This design comes from an exercise in tuning for small area on the open sky130 flow, not from production work. Function was checked by simulation only, so behaviour that the tests miss may differ from the original. Power figures rest on the tool's default switching activity, not on a simulated workload.

**design/flow/standard.sh**
```bash
#!/bin/bash
# synth_recipe.tcl (not shown) runs the flow's synth.tcl, then flattens the netlist and writes it again
# the make line also repeats each setting of config.mk as NAME=value (left out here)
make -C /OpenROAD-flow-scripts/flow DESIGN_CONFIG=/design/flow/config.mk WORK_HOME=/design/flow/orfs CLKGATE_MAP_FILE= SYNTH_SCRIPT=/design/flow/synth_recipe.tcl "${@:-finish}"
```
**design/flow/flow/abc_area.script**
```
strash
&get -n
&fraig -x
&put
scorr
dc2
strash
balance -l
resub -K 6 -l
rewrite -l
resub -K 6 -N 2 -l
refactor -l
resub -K 8 -l
balance -l
resub -K 8 -N 2 -l
rewrite -l
resub -K 10 -l
rewrite -z -l
resub -K 10 -N 2 -l
balance -l
resub -K 12 -l
refactor -z -l
resub -K 12 -N 2 -l
rewrite -z -l
balance -l
balance -l
resub -K 6 -l
rewrite -l
resub -K 6 -N 2 -l
refactor -l
resub -K 8 -l
balance -l
resub -K 8 -N 2 -l
rewrite -l
resub -K 10 -l
rewrite -z -l
resub -K 10 -N 2 -l
balance -l
resub -K 12 -l
refactor -z -l
resub -K 12 -N 2 -l
rewrite -z -l
balance -l
&get -n
&dch -f
&nf -R 1000
&put
topo
dnsize -c
```
**design/flow/flow/run.sh**
```bash
#!/bin/bash
# Layout flow: the standard flow, with an area-oriented ABC mapping
# script in synthesis and a clock tree without dummy loads.
set -euo pipefail
S=$PWD/orfs_scripts
rm -rf "$S"
cp -r "$FLOW_HOME/scripts" "$S"
cp flow/abc_area.script "$S/abc_speed.script"
bash standard.sh SCRIPTS_DIR="$S" synth > synth.log 2>&1
bash standard.sh "BUFFER_PORTS_ARGS=-buffer_cell sky130_fd_sc_hd__buf_1" "CTS_ARGS=-sink_clustering_enable -repair_clock_nets -buf_list sky130_fd_sc_hd__clkbuf_8 -dont_use_dummy_load" > layout.log 2>&1
```
**design/flow/constraint.sdc**
```tcl
create_clock -name core_clock -period 10.0 [get_ports {clk}]
set_input_delay 2.0000 -clock core_clock [delete_from_list [all_inputs] [get_ports {clk}]]
set_output_delay 2.0000 -clock core_clock [all_outputs]
set_load 0.01 [all_outputs]
```
**design/flow/config.mk**
```make
export PLATFORM = sky130hd
export DESIGN_NAME = nfc_bridge
export DESIGN_NICKNAME = nfc_bridge
export VERILOG_FILES = /design/flow/design.v
export SDC_FILE = /design/flow/constraint.sdc
export NUM_CORES = 4
export LEC_CHECK = 0
export CAP_MARGIN = 20
export CORE_MARGIN = 2
export CORE_UTILIZATION = 60
export CTS_BUF_LIST = sky130_fd_sc_hd__clkbuf_8
export PLACE_DENSITY = 0.8
export SLEW_MARGIN = 20
```
**design/flow/design.v**
```verilog
module nfc_bridge (
    input  wire clk,
    input  wire rst,
    input  wire i2c_scl,
    input  wire i2c_sda_in,
    output reg  i2c_sda_oe,
    output reg  spi_cs_n,
    output reg  spi_sck,
    output wire spi_mosi,
    input  wire spi_miso,
    input  wire fe_busy,
    output reg  fe_rst_n
);
    reg scl_s, scl_d, sda_s, sda_d;
    always @(posedge clk) begin
        scl_s <= i2c_scl; scl_d <= scl_s; sda_s <= i2c_sda_in; sda_d <= sda_s;
    end
    wire start_c  = scl_s & scl_d & sda_d & ~sda_s;
    wire stop_c   = scl_s & scl_d & ~sda_d & sda_s;
    wire scl_rise = scl_s & ~scl_d;
    wire scl_fall = ~scl_s & scl_d;
    localparam I_IDLE = 2'd0, I_ADDR = 2'd1, I_WR = 2'd2, I_RD = 2'd3;
    reg [1:0] ist;
    reg [3:0] cnt;       
    reg       rw;
    reg       cmd_ready;
    reg       accept;
    reg [1:0] wcnt;      
    reg [7:0] opc;
    reg [7:0] blk;
    localparam R_NONE = 3'd0, R_NOTAG = 3'd1, R_COMM = 3'd2, R_RESET = 3'd3,
               R_GETST = 3'd4, R_VER = 3'd5, R_BLOCK = 3'd6, R_UID = 3'd7;
    reg [2:0] resp_type;
    reg       taken;     
    wire [2:0] sv_type = resp_type;
    reg [3:0] ridx;
    reg        ls;       
    reg        tp;       
    reg [63:0] U;        
    reg [31:0] D;        
    wire [2:0] rb   = ~cnt[2:0];             
    wire d_out = taken &&
                 ((sv_type == R_VER   && ridx != 4'd0 && ridx <= 4'd2) ||
                  (sv_type == R_BLOCK && ridx != 4'd0 && ridx <= 4'd4));
    wire [5:0] urot;
    wire [5:0] upos = {ridx[2:0], rb} + urot;
    reg rbit;
    always @(*) begin
        rbit = 1'b1;
        case (sv_type)
            R_NOTAG: if (ridx == 4'd0) rbit = (rb == 3'd0);
            R_COMM:  if (ridx == 4'd0) rbit = (rb == 3'd1);
            R_RESET: if (ridx == 4'd0) rbit = ls & (rb[2:1] == 2'd0);
            R_GETST: if (ridx == 4'd0) rbit = ls & (rb[2:1] == 2'd0);
                     else if (ridx == 4'd1) rbit = tp & (rb == 3'd0);
            R_VER:   if (ridx == 4'd0) rbit = 1'b0;
                     else if (ridx <= 4'd2) rbit = D[15];
            R_BLOCK: if (ridx == 4'd0) rbit = 1'b0;
                     else if (ridx <= 4'd4) rbit = D[31];
            R_UID:   if (ridx == 4'd0) rbit = 1'b0;
                     else if (!(ridx[3] & ridx[0])) rbit = U[upos];
            default: rbit = 1'b1;
        endcase
    end
    localparam M_ILOW = 4'd0, M_ISET = 4'd1, M_IWAIT = 4'd2, M_PROBE = 4'd3,
               M_CFG = 4'd4, M_RFON = 4'd5, M_IDLE = 4'd6, M_VER = 4'd7,
               M_SEND = 4'd8, M_POLL = 4'd9, M_LEN = 4'd10, M_RDATA = 4'd11;
    localparam X_IDLE = 2'd0, X_WAIT = 2'd1, X_SHIFT = 2'd2, X_GAP = 2'd3;
    reg [3:0] ms;
    reg       boot;
    reg [1:0] xs;
    reg       inb;       
    reg [2:0] bc;
    reg [4:0] idx;
    reg [5:0] P;         
    reg [5:0] Q;         
    reg       Fa;        
    reg       busy_s;
    wire tick   = (P == 6'd63);
    wire scan   = ~opc[5];                   
    wire n_ok   = scan ? (Q >= 6'd10) : (Q >= 6'd5);
    reg [3:0] out_last;
    reg [4:0] in_last;
    reg       has_in;
    always @(*) begin
        has_in = 1'b0;
        in_last = 5'd0;
        case (ms)
            M_PROBE, M_VER: begin out_last = 4'd2; has_in = 1'b1; in_last = 5'd1; end
            M_CFG:          out_last = 4'd2;
            M_SEND:         out_last = scan ? 4'd4 : 4'd12;
            M_POLL, M_LEN:  begin out_last = 4'd1; has_in = 1'b1; in_last = 5'd3; end
            M_RDATA:        begin out_last = 4'd1; has_in = 1'b1; end
            default:        out_last = 4'd1;
        endcase
    end
    wire [4:0] idx_n = idx + 5'd1;
    wire last_byte = inb ? ((ms == M_RDATA) ? (idx_n == Q[4:0]) : (idx == in_last)) : (idx[3:0] == out_last);
    reg [7:0] ob;
    wire [2:0] uj = idx[2:0] ^ 3'b100;       
    always @(*) begin
        ob = 8'h00;
        case (ms)
            M_PROBE, M_VER: case (idx[1:0])
                2'd0:    ob = 8'h07;
                2'd1:    ob = (ms == M_VER) ? {5'b00010, opc[1:0] - 2'd1, 1'b0} : 8'h10;
                default: ob = 8'h02;
            endcase
            M_CFG: case (idx[1:0])
                2'd0:    ob = 8'h11;
                2'd1:    ob = 8'h0D;
                default: ob = 8'h8D;
            endcase
            M_RFON:  ob = (idx[0] == 1'b0) ? 8'h16 : 8'h00;
            M_SEND: begin
                if (idx == 5'd0)      ob = 8'h09;
                else if (idx == 5'd1) ob = 8'h00;
                else if (scan) case (idx[1:0])
                    2'd2:    ob = 8'h26;
                    2'd3:    ob = 8'h01;
                    default: ob = 8'h00;
                endcase
                else if (idx == 5'd2)  ob = 8'h22;
                else if (idx == 5'd3)  ob = 8'h20;
                else ob = 8'h00;
            end
            M_POLL:  ob = (idx[0] == 1'b0) ? 8'h04 : 8'h02;
            M_LEN:   ob = (idx[0] == 1'b0) ? 8'h04 : 8'h13;
            default: ob = (idx[0] == 1'b0) ? 8'h0A : 8'h00;
        endcase
    end
    wire blk_part = (ms == M_SEND) && !scan && (idx == 5'd12);
    wire uid_part = (ms == M_SEND) && !scan && (xs == X_SHIFT) && (idx >= 5'd4) && (idx <= 5'd11);
    assign urot = uid_part ? {uj, bc} : 6'd0;
    assign spi_mosi = inb | (uid_part ? U[7] : blk_part ? blk[7] : ob[~bc]);
    wire samp = (xs == X_SHIFT) && !spi_sck && inb;
    wire rx_ok = samp && (ms == M_RDATA) && (idx != 5'd0) && !Fa && n_ok;
    wire u_rot9 = rx_ok && scan && idx == 5'd9;
    wire u_shift = (uid_part && spi_sck) || (rx_ok && scan && idx <= 5'd9);
    wire d_shift = (samp && ms == M_VER) || (rx_ok && !scan && idx <= 5'd4) ||
                   (ist == I_RD && !start_c && !stop_c && scl_fall && cnt != 4'd8 && d_out);
    wire blk_shift = (!start_c && !stop_c && ist == I_WR && scl_rise && cnt < 4'd8 && accept && wcnt == 2'b01) ||
                     (blk_part && xs == X_SHIFT && spi_sck);
    wire proceed = !busy_s || (idx[4] & idx[0]);
    wire i2c_ev  = !start_c && !stop_c;
    wire rd_take = i2c_ev && ist == I_ADDR && scl_fall && cnt == 4'd8 && rw;
    wire rd_ack  = i2c_ev && ist == I_RD && scl_rise && cnt == 4'd8 && !sda_s;
    wire bc_inc  = (xs == X_GAP) || ((xs == X_SHIFT) && spi_sck);
    wire idx_clr = (xs == X_GAP) || (xs == X_IDLE) || ((xs == X_WAIT) && proceed);
    wire idx_inc = ((xs == X_WAIT) && tick) || ((xs == X_SHIFT) && spi_sck && bc == 3'd7);
    always @(posedge clk) begin
        busy_s <= fe_busy;
        P      <= P + 6'd1;
        bc     <= (xs == X_WAIT) ? 3'd0 : bc + {2'b00, bc_inc};
        idx    <= idx_clr ? 5'd0 : idx + {4'd0, idx_inc};
        ridx   <= rd_take ? ((taken || resp_type == R_NONE) ? 4'd9 : 4'd0) :
                  ridx + {3'd0, rd_ack && !(ridx[3] & ridx[0])};
        cnt    <= (start_c || stop_c || (scl_rise && cnt == 4'd8)) ? 4'd0 :
                  cnt + {3'd0, scl_rise};
    end
    always @(posedge clk) begin
        if (rst) begin
            ist        <= I_IDLE;
            i2c_sda_oe <= 1'b0;
            cmd_ready  <= 1'b0;
            resp_type  <= R_NONE;
            taken      <= 1'b1;
            ls         <= 1'b1;
            tp         <= 1'b0;
            ms         <= M_ILOW;
            boot       <= 1'b1;
            xs         <= X_IDLE;
            spi_cs_n   <= 1'b1;
            spi_sck    <= 1'b0;
            fe_rst_n   <= 1'b1;
            Q          <= 6'd0;
        end else begin
            if (start_c || stop_c) begin
                if (ist == I_WR && accept) begin
                    cmd_ready <= 1'b1;
                    accept    <= 1'b0;
                end
                ist        <= start_c ? I_ADDR : I_IDLE;
            end else if (ist != I_IDLE) begin
                if (scl_rise) begin
                    case (ist)
                        I_ADDR: begin
                            if (cnt == 4'd8)
                                ist <= rw ? I_RD : I_WR;
                            else if (cnt == 4'd7)
                                rw <= sda_s;
                            else if (sda_s == cnt[0])
                                ist <= I_IDLE;            
                        end
                        I_WR: begin
                            if (cnt < 4'd8 && accept) begin
                                if (!wcnt[0]) opc <= {opc[6:0], sda_s};
                            end
                        end
                        default: begin                
                            if (cnt == 4'd8) begin
                                if (sda_s)
                                    ist <= I_IDLE;        
                            end
                        end
                    endcase
                end else if (scl_fall) begin
                    case (ist)
                        I_ADDR: begin
                            if (cnt == 4'd8) begin
                                if (rw) begin
                                    taken     <= 1'b1;
                                end else begin
                                    accept <= ~cmd_ready;
                                    if (!cmd_ready) wcnt <= 2'd0;
                                end
                            end
                        end
                        I_WR: begin
                            if (cnt == 4'd8) begin
                                if (accept) wcnt <= {wcnt[0], 1'b1};
                            end else begin
                            end
                        end
                        default: begin                
                        end
                    endcase
                end
            end
            if (start_c || stop_c)
                i2c_sda_oe <= 1'b0;
            else if (scl_fall)
                case (ist)
                    I_ADDR:  if (cnt == 4'd8) i2c_sda_oe <= 1'b1;
                    I_WR:    i2c_sda_oe <= (cnt == 4'd8);
                    I_RD:    i2c_sda_oe <= (cnt != 4'd8) & ~rbit;
                    default: ;
                endcase
            case (ms)
                M_IDLE, M_SEND: Q <= 6'd0;
                M_ILOW, M_ISET, M_POLL:
                    if (tick && !(Q[5] & Q[0])) Q <= Q + 6'd1;
                M_PROBE:
                    if (!inb) Q[0] <= 1'b1;                      
                    else if (samp) Q[0] <= Q[0] & ~spi_miso;
                M_LEN:
                    if (!inb) Q <= 6'd0;
                    else if (samp && idx == 5'd0) Q <= {Q[5] | Q[4], Q[3:0], spi_miso};
                    else if (samp && idx == 5'd1 && bc == 3'd7) Q[5] <= Q[5] | spi_miso;
                default: ;
            endcase
            case (xs)
                X_WAIT: begin
                    if (proceed && ms != M_IWAIT) begin
                        spi_cs_n <= 1'b0;
                        xs       <= X_SHIFT;
                        if (inb && ms == M_VER) begin
                            resp_type <= R_VER; taken <= 1'b0;
                        end
                    end
                end
                X_SHIFT: begin
                    spi_sck <= ~spi_sck;
                    if (spi_sck) begin
                        if (bc == 3'd7) begin
                            if (last_byte) xs <= X_GAP;
                        end
                    end
                end
                X_GAP: begin
                    spi_cs_n <= 1'b1;
                    if (bc[2] && !inb && has_in) begin
                        inb <= 1'b1;
                        xs  <= X_WAIT;
                    end
                end
                default: ;
            endcase
            case (ms)
                M_PROBE:
                    if (!inb) Fa <= 1'b1;
                    else if (samp) Fa <= Fa & spi_miso;
                M_POLL:
                    if (samp && idx == 5'd0 && bc == 3'd7) Fa <= spi_miso;
                M_RDATA:
                    if (!inb) Fa <= 1'b0;
                    else if (samp && idx == 5'd0) Fa <= Fa | spi_miso;
                default: ;
            endcase
            if (samp) begin
                case (ms)
                    M_RDATA: begin
                        if (idx == 5'd0) begin
                            if (bc == 3'd7) begin
                                if (!(Fa | spi_miso) && n_ok) begin
                                    resp_type <= scan ? R_UID : R_BLOCK; taken <= 1'b0;
                                    if (scan) tp <= 1'b1;
                                end else begin
                                    resp_type <= scan ? R_NOTAG : R_COMM; taken <= 1'b0;
                                    if (scan) tp <= 1'b0;
                                end
                            end
                        end
                    end
                    default: ;
                endcase
            end
            if (u_shift) U <= {U[62:0], (uid_part || u_rot9) ? U[63] : spi_miso};
            if (d_shift) D <= {D[30:0], spi_miso};
            if (blk_shift) blk <= {blk[6:0], sda_s};
            if ((xs == X_GAP && bc[2] && (inb || !has_in)) ||
                (xs == X_WAIT && ms == M_IWAIT && proceed)) begin
                xs  <= X_WAIT;           
                inb <= 1'b0;
                case (ms)
                    M_IWAIT: begin
                        ms   <= M_PROBE;
                    end
                    M_PROBE: begin
                        if (Fa | Q[0]) begin
                            ls <= 1'b1;
                            xs <= X_IDLE;
                            ms <= M_IDLE;
                            boot <= 1'b0;
                            if (!boot) begin
                                resp_type <= R_RESET; taken <= 1'b0;
                                cmd_ready <= 1'b0;
                            end
                        end else begin
                            ms <= M_CFG;
                        end
                    end
                    M_CFG: ms <= M_RFON;
                    M_RFON: begin
                        ls <= 1'b0;
                        xs <= X_IDLE;
                        ms <= M_IDLE;
                        boot <= 1'b0;
                        if (!boot) begin
                            resp_type <= R_RESET; taken <= 1'b0;
                            cmd_ready <= 1'b0;
                        end
                    end
                    M_VER: begin
                        xs <= X_IDLE;
                        ms <= M_IDLE;
                        cmd_ready <= 1'b0;
                    end
                    M_SEND: begin
                        ms <= M_POLL;
                    end
                    M_POLL: begin
                        if (Fa) begin
                            ms <= M_LEN;
                        end else if (Q[5] & Q[0]) begin
                            resp_type <= scan ? R_NOTAG : R_COMM; taken <= 1'b0;
                            if (scan) tp <= 1'b0;
                            cmd_ready <= 1'b0;
                            xs <= X_IDLE;
                            ms <= M_IDLE;
                        end
                    end
                    M_LEN: begin
                        if (Q[5]) begin
                            Q  <= 6'd32;
                            ms <= M_RDATA;
                        end else if (Q[4:0] != 5'd0) begin
                            ms <= M_RDATA;
                        end else begin
                            resp_type <= scan ? R_NOTAG : R_COMM; taken <= 1'b0;
                            if (scan) tp <= 1'b0;
                            cmd_ready <= 1'b0;
                            xs <= X_IDLE;
                            ms <= M_IDLE;
                        end
                    end
                    default: begin       
                        cmd_ready <= 1'b0;
                        xs <= X_IDLE;
                        ms <= M_IDLE;
                    end
                endcase
            end
            case (ms)
                M_ILOW: begin
                    fe_rst_n <= 1'b0;
                    if (tick) begin
                        if (Q[0]) begin
                            fe_rst_n <= 1'b1;
                            ms       <= M_ISET;
                        end
                    end
                end
                M_ISET: begin
                    if (tick) begin
                        if (Q[2] & Q[1]) begin
                            ms <= M_IWAIT;
                            xs <= X_WAIT;
                        end
                    end
                end
                M_IDLE: begin
                    if (cmd_ready) begin
                        if (!wcnt[0]) begin
                            cmd_ready <= 1'b0;           
                        end else begin
                            xs  <= X_WAIT;
                            inb <= 1'b0;
                            case (opc)
                                8'h00: begin
                                    resp_type <= R_GETST; taken <= 1'b0;
                                    cmd_ready <= 1'b0;
                                    xs        <= X_IDLE;
                                end
                                8'h01, 8'h02, 8'h03: ms <= M_VER;
                                8'h04: begin
                                    xs <= X_IDLE;
                                    ms <= M_ILOW;
                                end
                                8'h10: ms <= M_SEND;
                                8'h11: begin
                                    resp_type <= tp ? R_UID : R_NOTAG; taken <= 1'b0;
                                    cmd_ready <= 1'b0;
                                    xs        <= X_IDLE;
                                end
                                8'h20: begin
                                    if (!tp) begin
                                        resp_type <= R_NOTAG; taken <= 1'b0;
                                        cmd_ready <= 1'b0;
                                        xs        <= X_IDLE;
                                    end else if (!wcnt[1]) begin
                                        resp_type <= R_COMM; taken <= 1'b0;
                                        cmd_ready <= 1'b0;
                                        xs        <= X_IDLE;
                                    end else begin
                                        ms <= M_SEND;
                                    end
                                end
                                default: begin
                                    resp_type <= R_NONE; taken <= 1'b0;
                                    cmd_ready <= 1'b0;
                                    xs        <= X_IDLE;
                                end
                            endcase
                        end
                    end
                end
                default: ;
            endcase
        end
    end
endmodule
```
==> results of run 1 <==
-- power by group through the flow --
stage          Sequential [mW]  Combinational (mW)  Clock (mW)
3_5_place_dp             0.804               0.185           0
4_1_cts                  0.789               0.187       0.367
3_3_place_gp             0.803               0.178           0
5_1_grt                  0.793               0.203       0.393
2_1_floorplan            0.794               0.146           0
6_report                 0.791               0.186       0.365
-- cell type report --
| class | count | area share [%] |
|---|---|---|
| tap | 176 | 2.52 |
| timing repair buffer | 16 | 0.945 |
| clock buffer | 17 | 2.68 |
| inverter | 29 | 1.25 |
| sequential | 171 | 52.7 |
| multi-input combinational | 521 | 39.9 |
-- cells by family after synthesis --
family                     synth area share [%]
buffers and inverters                      1.33
DFF                                        56.3
muxes                                      4.41
AOI/OAI and AO/OA                          12.7
adders and majority gates                  5.45
xor gates and xnor gates                   2.89
and+or+nand+nor                            16.9
-- synthesized netlist by cell type, drive strengths merged (3+ instances only) --
library cell,instances
nor2b,9
a21oi,48
or3,5
o31ai,3
clkinv,29
edfxtp,118
ha,34
nor3,20
o21ai,33
nand3,33
o32ai,3
a22oi,6
o22ai,3
nand2b,13
nor2,59
nand2,76
nand4,10
dfxtp,53
xnor2,16
a2111oi,3
a31oi,19
a41oi,5
nand4b,3
or2,3
and2,10
a21o,8
o211ai,5
nand3b,4
o2111ai,5
and3,12
xor2,11
mux4,16
nor4,14
-- flip-flops by register name, indices dropped and copies added, names as in the netlist, 2 cells and up --
name,count
P,6
ist,2
bc,3
ridx,4
opc,8
cnt,4
D,32
resp_type,3
U,64
blk,8
xs,2
idx,5
wcnt,2
ms,4
Q,6
-- cells in the final DEF, fill, tap and decap left out, types with 4 or more instances in the layout --
master | Yosys | layout
or3_1 | 5 | 5
dfxtp_1 | 53 | 53
a41oi_1 | 5 | 5
nor4_1 | 14 | 14
clkinv_1 | 29 | 29
mux4_2 | 16 | 16
a31oi_1 | 19 | 18
and2_0 | 10 | 10
edfxtp_1 | 118 | 118
and3_1 | 12 | 12
xor2_1 | 11 | 11
nand4_1 | 10 | 10
a21oi_1 | 48 | 48
o211ai_1 | 5 | 5
o2111ai_1 | 5 | 5
nor2b_1 | 9 | 9
nor2_1 | 59 | 58
nand2_1 | 76 | 76
clkbuf_8 | 0 | 17
a22oi_1 | 6 | 6
xnor2_1 | 16 | 16
buf_4 | 0 | 6
a21o_1 | 8 | 8
ha_1 | 34 | 34
nand2b_1 | 13 | 13
nor3_1 | 20 | 20
o21ai_0 | 33 | 32
nand3b_1 | 4 | 4
nand3_1 | 33 | 33
buf_1 | 0 | 10
-- per-stage QoR --
step | area [um2] | setup slack [ns] | utilization (%)
final | 8740 | 4.52 | 65.7
after global placement | 8500 | 5.20 | 64.0
after CTS | 8740 | 4.61 | 65.7
after global routing | 8740 | 4.27 | 65.7
after floorplan | 8180 | 4.84 | -
after detailed placement | 8500 | 5.11 | 64.0
-- metal layers --
layer / track usage, % / share of wire [%] / vias to the layer above / wire length [um]
li1: - / - / 2829 / -
met1: 40.5 / 45 / 3031 / 9040
met2: 43.4 / 46 / 320 / 9220
met3: 7.03 / 7.5 / 40 / 1510
met4: 9.74 / 1.8 / 0 / 359
met5: 0 / 0 / - / 0
-- how the worst max path moves through the flow --
stage	endpoint	startpoint	slack (ns)
global route	spi_mosi	idx[0]	4.27
finish	spi_mosi	idx[0]	4.52
global placement	spi_mosi	idx[0]	5.20
floorplan	U[0]	rst	4.84
CTS	spi_mosi	idx[0]	4.61
detailed placement	spi_mosi	idx[0]	5.11
==> results.txt, run 1 <==
overall power about 1.3 mW; detailed placer's ending HPWL between 10000 and 15000 um; Comb pwr share 13.9%; worst hold margin between 0.4 and 0.5 ns; setup bufs post-CTS 0; Max Clk Rate 182 MHz; vias in the first global route approximately 5800; Placer Congestion between 0.9 and 1; largest area contributor in the netlist edfxtp_1; Sink Count about 170; Lkg Pwr about 3 nW; register area about 4600 um2; CP peak stage delay 0.74 ns; post_cts resized 0; synthesized area approximately 8000 um2; Worst Path Max Fanout 16; total of max-cap violations 0; DIE AREA ~15000 um2; ant diodes 0; CTS Hold Bufs 0; setup slack, reg-to-reg ~5.1 ns; Critical Path AT approximately 3.5 ns; H-tree Lvls 4; Slew Viols, Final 0; sw frac between 20% and 30%; HP Class reg -> reg; final setup TNS 0 ns; Top delay family on crit path compound AO/OA/AOI/OAI gates; min-delay src P[0]; R2R Path Start ms[2]; post-layout net count 797; area delta synth->final 6.84%; slowest cell on the critical path dfxtp_1; vias 6220; critical path cell sequence clkinv_1 -> ha_1 -> nand2_1 -> o2111ai_1 -> nor2_1 -> a21oi_1 -> a21oi_1 -> o32ai_1 -> a22o_1 -> o211ai_1 -> buf_1; Worst-path clk slew roughly 0.07 ns; VDD IR-drop max between 150 and 200 uV; Mapped Cells approximately 720; reg-to-reg endpoint i2c_sda_oe; Routed Antenna Nets 0; initial antenna violation count 0; port bufs 10; Yosys cell types 55; Core Area roughly 13000 um2; hold worst-path end P[0]; pin count of the biggest net entering global routing between 60 and 70; Final setup viols 0; Syn Nets roughly 760; First DRT Iteration DRCs 800; cells on worst reg2reg path 18; syn avg cell area 11.3 um2; final WL around 20000 um; Cell Count, Final, Fillers Out between 900 and 1000; wire per inst 21.6 um; WS Path Type reg -> out; Synth top area share a little over two fifths; IO Count 11; Worst slew margin between 20% and 30%; drt drc 0; asr flop ratio synth 0%; CP required 8.00 ns; Filler Cells Inserted between 900 and 1000; skew final 0.0381 ns; aggregate global routing overflow 0; Final period util 54.8%; Reg power frac between 50% and 60%; post-placement cell count 913; Total Routing Usage GR between 20% and 30%; clock buffer depth 2; layout cells sized above 1 5.44%; EDFF count, synth between 100 and 150; multi-input logic area about 3500 um2; Pre-Repair DR Iteration Count 8; Vias per Instance 6.69; Tmin final around 5.5 ns; Initial Utilization around three fifths; PwrDens between 150 and 200 nW/um2; Slew @ Worst Pin between 1 and 1.5 ns; sequential share of the synthesized area 56.3%; cts bufs inserted 17; CTS tree yes; Hold Violations, Final 0; status finished clean; clock network fraction of total power between 20% and 30%; CP Depth 11; CP Launch Type register; register bit total from synthesis roughly 170; num rows between 40 and 50; first-pass GRT wire length ~32000 um; critical path's most frequent cell a21oi_1; CP bufs+invs 2; Psw between 300 and 400 uW; Clk Latency, worst-skew pair 0.48 ns; Top FF cell, synth edfxtp_1; Yosys warnings 1; die span in x about 120 um; Worst Hold Depth 1; root buf cell clkbuf_8; Area contributors post-synth edfxtp_1 43%, dfxtp_1 13%, ha_1 5.2%; element type at the critical path end primary output; unrepaired setup endpoints after global routing false; P_int 1.00 mW; die height 121 um
==> run 2: changes to the inputs <==
--- a/design/flow/config.mk
+++ b/design/flow/config.mk
@@ -7,7 +7,7 @@
 export LEC_CHECK = 0
 export CAP_MARGIN = 20
 export CORE_MARGIN = 2
-export CORE_UTILIZATION = 60
+export CORE_UTILIZATION = 40
 export CTS_BUF_LIST = sky130_fd_sc_hd__clkbuf_8
-export PLACE_DENSITY = 0.8
+export PLACE_DENSITY = 0.6
 export SLEW_MARGIN = 20
==> results.txt, run 2 <==
status finished clean (unchanged); WS Path Type reg -> out (unchanged); sequential share of the synthesized area 56.3% (unchanged); overall power 1.35 mW (was 1.34 mW); drt drc 0 (unchanged); first-pass GRT wire length 32400 um (was 31500 um); detailed placer's ending HPWL 14300 um (about the same); CP bufs+invs 2 (unchanged); R2R Path Start ms[2] (unchanged); Worst-path clk slew 0.07 ns (about the same); wire per inst 19.6 um (was 21.6 um); post_cts resized 0 (unchanged); CTS tree yes (unchanged); Top FF cell, synth edfxtp_1 (unchanged); unrepaired setup endpoints after global routing false (unchanged); clock buffer depth 2 (unchanged); most common cell in the netlist edfxtp_1 (unchanged); VDD IR-drop max 75.0 uV (was 153 uV); Filler Cells Inserted 1914 (was 985); Reg power frac 58.7% (was 58.9%); synthesized area 8180 um2 (unchanged); max FFs per register 64 (unchanged); Core Area 20200 um2 (was 13300 um2); Initial Utilization 40.5% (was 61.5%); pin count of the biggest net entering global routing 65 (unchanged); root buf cell clkbuf_8 (unchanged); final setup TNS 0 ns (unchanged); dpl ws 5.01 ns (was 5.11 ns); element type at the critical path end primary output (unchanged); total of max-cap violations 0 (unchanged); Largest regs U (64), D (32) (unchanged); die height 147 um (was 121 um); register area 4600 um2 (unchanged); Psw 344 uW (was 341 uW); Placer Congestion 0.928 (was 0.948); multi-input logic area 3490 um2 (about the same); DIE AREA 21600 um2 (was 14600 um2); Yosys warnings 1 (unchanged); Critical Path AT 3.44 ns (was 3.48 ns); ant diodes 0 (unchanged); Sink Count 171 (unchanged); CP endpoint spi_mosi (unchanged); PwrDens 152 nW/um2 (was 154 nW/um2); Syn Nets 762 (unchanged); reg-to-reg endpoint i2c_sda_oe (unchanged); most frequent cells in the layout 118 x edfxtp_1, 76 x nand2_1, 58 x nor2_1, 53 x dfxtp_1, 48 x a21oi_1 (unchanged); largest area contributor in the netlist edfxtp_1 (unchanged); First DRT Iteration DRCs 591 (was 800); Slew @ Worst Pin 1.05 ns (was 1.06 ns); Worst slew margin 30.1% (was 29.3%); Routed Antenna Nets 0 (unchanged); Max Clk Rate 184 MHz (was 182 MHz); min-delay src P[0] (unchanged); port bufs 10 (unchanged); slowest cell on the critical path dfxtp_1 (unchanged); Clk Latency, worst-skew pair 0.46 ns (was 0.48 ns); Hold Violations, Final 0 (unchanged); clock network fraction of total power 27.3% (was 27.2%); Yosys cell types 55 (unchanged); Lkg Pwr 2.96 nW (was 2.97 nW); Top delay family on crit path compound AO/OA/AOI/OAI gates (unchanged); cells on worst reg2reg path 16 (was 18); cts bufs inserted 17 (unchanged); P_int 1.00 mW (about the same); initial antenna violation count 0 (unchanged); CP required 8.00 ns (about the same); num rows 52 (was 42); CP Depth 9 (was 11); syn avg cell area 11.3 um2 (unchanged); setup slack, reg-to-reg 5.02 ns (was 5.14 ns); Critical Path Start idx[0] (unchanged); Tmin final 5.44 ns (was 5.48 ns); Synth top area share 43.3% (unchanged); critical path cell sequence clkinv_1 -> ha_1 -> a211o_1 -> a221oi_1 -> a21oi_1 -> o32ai_1 -> a22o_1 -> o211ai_1 -> buf_1 (was clkinv_1 -> ha_1 -> nand2_1 -> o2111ai_1 -> nor2_1 -> a21oi_1 -> a21oi_1 -> o32ai_1 -> a22o_1 -> o211ai_1 -> buf_1); IO Count 11 (unchanged); Final period util 54.4% (was 54.8%); Total Routing Usage GR 19.3% (was 28.6%); final WL 20100 um (about the same); Final setup viols 0 (unchanged); skew final 0.0332 ns (was 0.0381 ns); Worst Path Max Fanout 16 (unchanged); post-layout net count 796 (was 797); synth cell count leaders 118 x edfxtp_1, 76 x nand2_1, 59 x nor2_1, 53 x dfxtp_1, 48 x a21oi_1 (unchanged); Comb pwr share 14.0% (was 13.9%); Pre-Repair DR Iteration Count 8 (unchanged); DP Area 8610 um2 (was 8500 um2); aggregate global routing overflow 0 (unchanged); HP Class reg -> reg (unchanged); layout cells sized above 1 5.44% (about the same); setup bufs post-CTS 0 (unchanged); largest register by flop count U (unchanged); Mapped Cells 721 (unchanged); CTS Hold Bufs 0 (unchanged); vias 6012 (was 6220); final worst slack 4.56 ns (was 4.52 ns); vias in the first global route 5743 (was 5846); Vias per Instance 5.88 (was 6.69); area delta synth->final 8.28% (was 6.84%); die span in x 147 um (was 121 um); sw frac 25.6% (was 25.4%); H-tree Lvls 4 (unchanged); CP peak stage delay 0.73 ns (was 0.74 ns); commonest non-fill, non-tap cell in the layout edfxtp_1 (unchanged); Area contributors post-synth edfxtp_1 43%, dfxtp_1 13%, ha_1 5.2% (unchanged); asr flop ratio synth 0% (unchanged); CP Launch Type register (unchanged); EDFF count, synth 118 (unchanged); post-route cell area 8850 um2 (was 8740 um2); register bit total from synthesis 171 (unchanged); Slew Viols, Final 0 (unchanged)
## run 2: worst min path at each step
stage,depth (start not counted),to
after CTS,0,scl_d
final,1,P[0]
after floorplan,1,P[0]
after global placement,1,P[0]
after global routing,0,scl_d
after detailed placement,1,P[0]
## run 2: final cells by class
class                           instances  area share, %
Sequential cell                       171           52.0
Inverter                               29           1.23
Tap cell                              270           3.82
Multi-Input combinational cell        521           39.5
Timing Repair Buffer                   15          0.848
Clock buffer                           17           2.64
## run 2: power by group through the flow
stage                     registers [mW]  logic, mW  clock network, mW
after floorplan                    0.794      0.146                  0
after global placement             0.804      0.184                  0
after detailed placement           0.804      0.189                  0
after CTS                          0.788      0.190              0.382
after global routing               0.792      0.208              0.407
final                              0.790      0.188              0.368
## run 2: stage by stage
| step | utilization [%] | instances | hold slack, ns |
|---|---|---|---|
| after floorplan | - | 721 | 0.363 |
| after detailed placement | 42.7 | 1006 | 0.387 |
| after global placement | 42.7 | 1006 | 0.373 |
| after CTS | 43.9 | 1023 | 0.403 |
| final | 43.9 | 1023 | 0.400 |
| after global routing | 43.9 | 1023 | 0.409 |
## run 2: cells by family after synthesis
logic type / share of synthesized area, %
flops: 56.3
mux: 4.41
compound gates: 12.7
simple gates: 16.9
xor+xnor: 2.89
buf+inv: 1.33
fa+ha+maj: 5.45
## run 2: routing by layer
metal / global-route usage (%) / vias up / share of wire, %
li1: - / 2828 / -
met1: 28.8 / 2956 / 50
met3: 3.91 / 35 / 4.5
met2: 28.6 / 193 / 44
met5: 0 / - / 0
met4: 5.38 / 0 / 1.7
==> run 3: changes to the inputs <==
--- a/design/flow/design.v
+++ b/design/flow/design.v
@@ -44,24 +44,21 @@
                   (sv_type == R_BLOCK && ridx != 4'd0 && ridx <= 4'd4));
     wire [5:0] urot;
     wire [5:0] upos = {ridx[2:0], rb} + urot;
-    reg rbit;
+    reg [7:0] st_byte;                       
     always @(*) begin
-        rbit = 1'b1;
         case (sv_type)
-            R_NOTAG: if (ridx == 4'd0) rbit = (rb == 3'd0);
-            R_COMM:  if (ridx == 4'd0) rbit = (rb == 3'd1);
-            R_RESET: if (ridx == 4'd0) rbit = ls & (rb[2:1] == 2'd0);
-            R_GETST: if (ridx == 4'd0) rbit = ls & (rb[2:1] == 2'd0);
-                     else if (ridx == 4'd1) rbit = tp & (rb == 3'd0);
-            R_VER:   if (ridx == 4'd0) rbit = 1'b0;
-                     else if (ridx <= 4'd2) rbit = D[15];
-            R_BLOCK: if (ridx == 4'd0) rbit = 1'b0;
-                     else if (ridx <= 4'd4) rbit = D[31];
-            R_UID:   if (ridx == 4'd0) rbit = 1'b0;
-                     else if (!(ridx[3] & ridx[0])) rbit = U[upos];
-            default: rbit = 1'b1;
+            R_NONE:           st_byte = 8'hFF;
+            R_NOTAG:          st_byte = 8'h01;
+            R_COMM:           st_byte = 8'h02;
+            R_RESET, R_GETST: st_byte = {6'd0, ls, ls};
+            default:          st_byte = 8'h00;
         endcase
     end
+    wire rbit = (ridx == 4'd0) ? st_byte[rb] :
+                (sv_type == R_GETST && ridx == 4'd1) ? (tp & (rb == 3'd0)) :
+                (sv_type == R_VER   && ridx <= 4'd2) ? D[15] :
+                (sv_type == R_BLOCK && ridx <= 4'd4) ? D[31] :
+                (sv_type == R_UID   && !(ridx[3] & ridx[0])) ? U[upos] : 1'b1;
     localparam M_ILOW = 4'd0, M_ISET = 4'd1, M_IWAIT = 4'd2, M_PROBE = 4'd3,
                M_CFG = 4'd4, M_RFON = 4'd5, M_IDLE = 4'd6, M_VER = 4'd7,
                M_SEND = 4'd8, M_POLL = 4'd9, M_LEN = 4'd10, M_RDATA = 4'd11;
==> results.txt, run 3 <==
EDFF count, synth 118 (unchanged); Sink Count 171 (unchanged); die span in x 147 um (about the same); Syn Nets 749 (was 762); Hold Violations, Final 0 (unchanged); Vias per Instance 5.84 (was 5.88); max FFs per register 64 (unchanged); Area contributors post-synth edfxtp_1 44%, dfxtp_1 13%, ha_1 5.1% (was edfxtp_1 43%, dfxtp_1 13%, ha_1 5.2%); first-pass GRT wire length 30400 um (was 32400 um); Lkg Pwr 2.84 nW (was 2.96 nW); largest area contributor in the netlist edfxtp_1 (unchanged); Placer Congestion 0.930 (was 0.928); Clk Latency, worst-skew pair 0.48 ns (was 0.46 ns); overall power 1.33 mW (was 1.35 mW); Initial Utilization 40.4% (was 40.5%); Tmin final 5.61 ns (was 5.44 ns); HP Class reg -> reg (unchanged); vias in the first global route 5785 (was 5743); Yosys warnings 1 (unchanged); register bit total from synthesis 171 (unchanged); VDD IR-drop max 82.0 uV (was 75.0 uV); sequential share of the synthesized area 56.6% (was 56.3%); setup bufs post-CTS 0 (unchanged); IO Count 11 (unchanged); slowest cell on the critical path fa_1 (was dfxtp_1); CP Launch Type register (unchanged); Worst slew margin 45.6% (was 30.1%); layout cells sized above 1 5.66% (was 5.44%); status finished clean (unchanged); syn avg cell area 11.5 um2 (was 11.3 um2); Final period util 56.1% (was 54.4%); Slew Viols, Final 0 (unchanged); post-placement cell count 994 (was 1006); Worst-path clk slew 0.10 ns (was 0.07 ns); drt drc 0 (unchanged); CP required 10.32 ns (was 8.00 ns); most frequent cells in the layout 118 x edfxtp_1, 65 x nor2_1, 59 x nand2_1, 53 x dfxtp_1, 51 x a21oi_1 (was 118 x edfxtp_1, 76 x nand2_1, 58 x nor2_1, 53 x dfxtp_1, 48 x a21oi_1); Routed Antenna Nets 0 (unchanged); wire per inst 18.5 um (was 19.6 um); unrepaired setup endpoints after global routing false (unchanged); num rows 52 (unchanged); WS Path Type reg -> reg (was reg -> out); CTS Hold Bufs 0 (unchanged); Largest regs U (64), D (32) (unchanged); initial antenna violation count 0 (unchanged); largest register by flop count U (unchanged); asr flop ratio synth 0% (unchanged); final WL 18700 um (was 20100 um); final setup TNS 0 ns (unchanged); post-layout net count 784 (was 796); post_cts resized 0 (unchanged); most common cell in the netlist edfxtp_1 (unchanged); ant diodes 0 (unchanged); root buf cell clkbuf_8 (unchanged); H-tree Lvls 4 (unchanged); DIE AREA 21500 um2 (was 21600 um2); clock buffer depth 2 (unchanged); detailed placer's ending HPWL 13100 um (was 14300 um); Top FF cell, synth edfxtp_1 (unchanged); Pre-Repair DR Iteration Count 5 (was 8); Core Area 20100 um2 (was 20200 um2); synth cell count leaders 118 x edfxtp_1, 65 x nor2_1, 59 x nand2_1, 53 x dfxtp_1, 51 x a21oi_1 (was 118 x edfxtp_1, 76 x nand2_1, 59 x nor2_1, 53 x dfxtp_1, 48 x a21oi_1); Worst Path Max Fanout 16 (unchanged); Critical Path AT 5.93 ns (was 3.44 ns); aggregate global routing overflow 0 (unchanged); port bufs 10 (unchanged); Mapped Cells 709 (was 721); skew final 0.0529 ns (was 0.0332 ns); PwrDens 150 nW/um2 (was 152 nW/um2); Synth top area share 43.6% (was 43.3%); CTS tree yes (unchanged); total of max-cap violations 0 (unchanged); Slew @ Worst Pin 0.809 ns (was 1.05 ns); synthesized area 8130 um2 (was 8180 um2); Max Clk Rate 178 MHz (was 184 MHz); vias 5909 (was 6012); CP peak stage delay 1.01 ns (was 0.73 ns); die height 147 um (about the same); First DRT Iteration DRCs 721 (was 591); Cell Count, Final, Fillers Out 1012 (was 1023); Total Routing Usage GR 17.9% (was 19.3%); commonest non-fill, non-tap cell in the layout edfxtp_1 (unchanged); Yosys cell types 56 (was 55); element type at the critical path end register (was primary output); area delta synth->final 8.69% (was 8.28%); post-layout util 44.0% (was 43.9%); cts bufs inserted 17 (unchanged); pin count of the biggest net entering global routing 65 (unchanged); critical path cell sequence clkinv_1 -> nand2_1 -> nor3_1 -> buf_4 -> nand2_1 -> nor2_1 -> o311ai_0 -> nor3_1 -> and2_0 -> ha_2 -> clkinv_1 -> fa_1 -> mux4_2 -> o21ai_0 -> o32ai_1 -> a21oi_1 -> o21ai_0 -> nand2_1 -> a31oi_1 -> o21ai_0 -> a21oi_1 -> a2111oi_0 (was clkinv_1 -> ha_1 -> a211o_1 -> a221oi_1 -> a21oi_1 -> o32ai_1 -> a22o_1 -> o211ai_1 -> buf_1); Final setup viols 0 (unchanged)
-- run 3: changes by cell type after synthesis, sizes merged, moves of 4 or more --
cell / before / now
a21o: 8 / 2
nand2: 76 / 59
nand3b: 4 / 0
o2111ai: 5 / 1
a31oi: 19 / 10
nor2: 59 / 65
nand4: 10 / 15
nand2b: 13 / 8
-- run 3: where the power goes --
| group | switching, mW | internal (mW) |
|---|---|---|
| clock | 0.219 | 0.150 |
| combinational | 0.0811 | 0.0849 |
| sequential | 0.0303 | 0.760 |
| total | 0.331 | 0.995 |
-- run 3: final timing paths --
kind,from,to,slack [ns],cells past startpoint
worst max register to register,ms[2],i2c_sda_oe,4.39,22
worst max-delay path,ms[2],i2c_sda_oe,4.39,22
worst min register to register,blk[6],blk[7],0.39,0
worst min-delay path,blk[6],blk[7],0.39,0
-- run 3: per-stage QoR --
stage               setup WS (ns)  instance area [um2]  hold WS (ns)
global placement             4.84                 8570         0.375
finish                       4.39                 8840         0.390
global route                 3.91                 8840         0.407
floorplan                    3.94                 8130         0.368
CTS                          4.44                 8810         0.398
detailed placement           4.49                 8570         0.387
-- run 3: cell type report --
class	count	area [um2]
fill	1869	11300
clock buffer	17	234
timing repair buffer	16	103
sequential	171	4600
multi-input combinational	507	3440
inverter	31	116
tap	270	338
-- run 3: critical path: cells and delay by family (launching register included) --
family	cells	cell delay, ns
compound gates	9	1.57
fa+ha+maj	2	1.20
buf+inv	3	0.43
flops	1	0.43
mux	1	0.41
simple gates	7	1.45
-- run 3: layer usage --
metal	GRT usage, %	part of all wire [%]	vias to the layer above
met5	0	0	-
met4	6.84	2.5	0
met3	3.62	4.6	40
met2	28.4	47	169
met1	24.2	46	2917
li1	-	-	2783
-- run 3: cell families (layout without fill, tap and decap cells) --
kind of cell	Yosys count	count (layout)	share of synthesized area [%]
AO/OA/AOI/OAI	164	164	12.9
XOR/XNOR	30	30	3.23
adder cells (fa/ha/maj)	34	34	5.32
buffers and inverters	31	64	1.43
flip-flops	171	171	56.6
multiplexers	19	19	4.83
AND/OR/NAND/NOR	260	260	15.6

port drivers added, routing unchanged:
Ports are ideal in the flow. The routed layouts listed here were re-timed in OpenROAD. Step 1: set_driving_cell puts a clkbuf_16 on clk and a buf_2 on each other input, an assumption about the parent block. Step 2, shift: input delay + t, output delay - t, t = (earliest + latest rising clock arrival at the registers) / 2. This alone moves slack from input paths to output paths. Three values: ideal, step 1, step 2; two values: the first two.
| run | shift t [ns] | setup slack, ns | clock arrival spread, ns | worst register clock-pin slew, ns |
|---|---|---|---|---|
| run 1 | 0.498 | 4.520 / 4.480 / 4.978 | 0.038 / 0.038 | 0.09 / 0.09 |
| run 2 | 0.484 | 4.559 / 4.516 / 5.000 | 0.033 / 0.034 | 0.09 / 0.09 |
| run 3 | 0.493 | 4.392 / 4.392 / 4.392 | 0.053 / 0.053 | 0.12 / 0.12 |
After both steps every run listed still meets setup and hold.
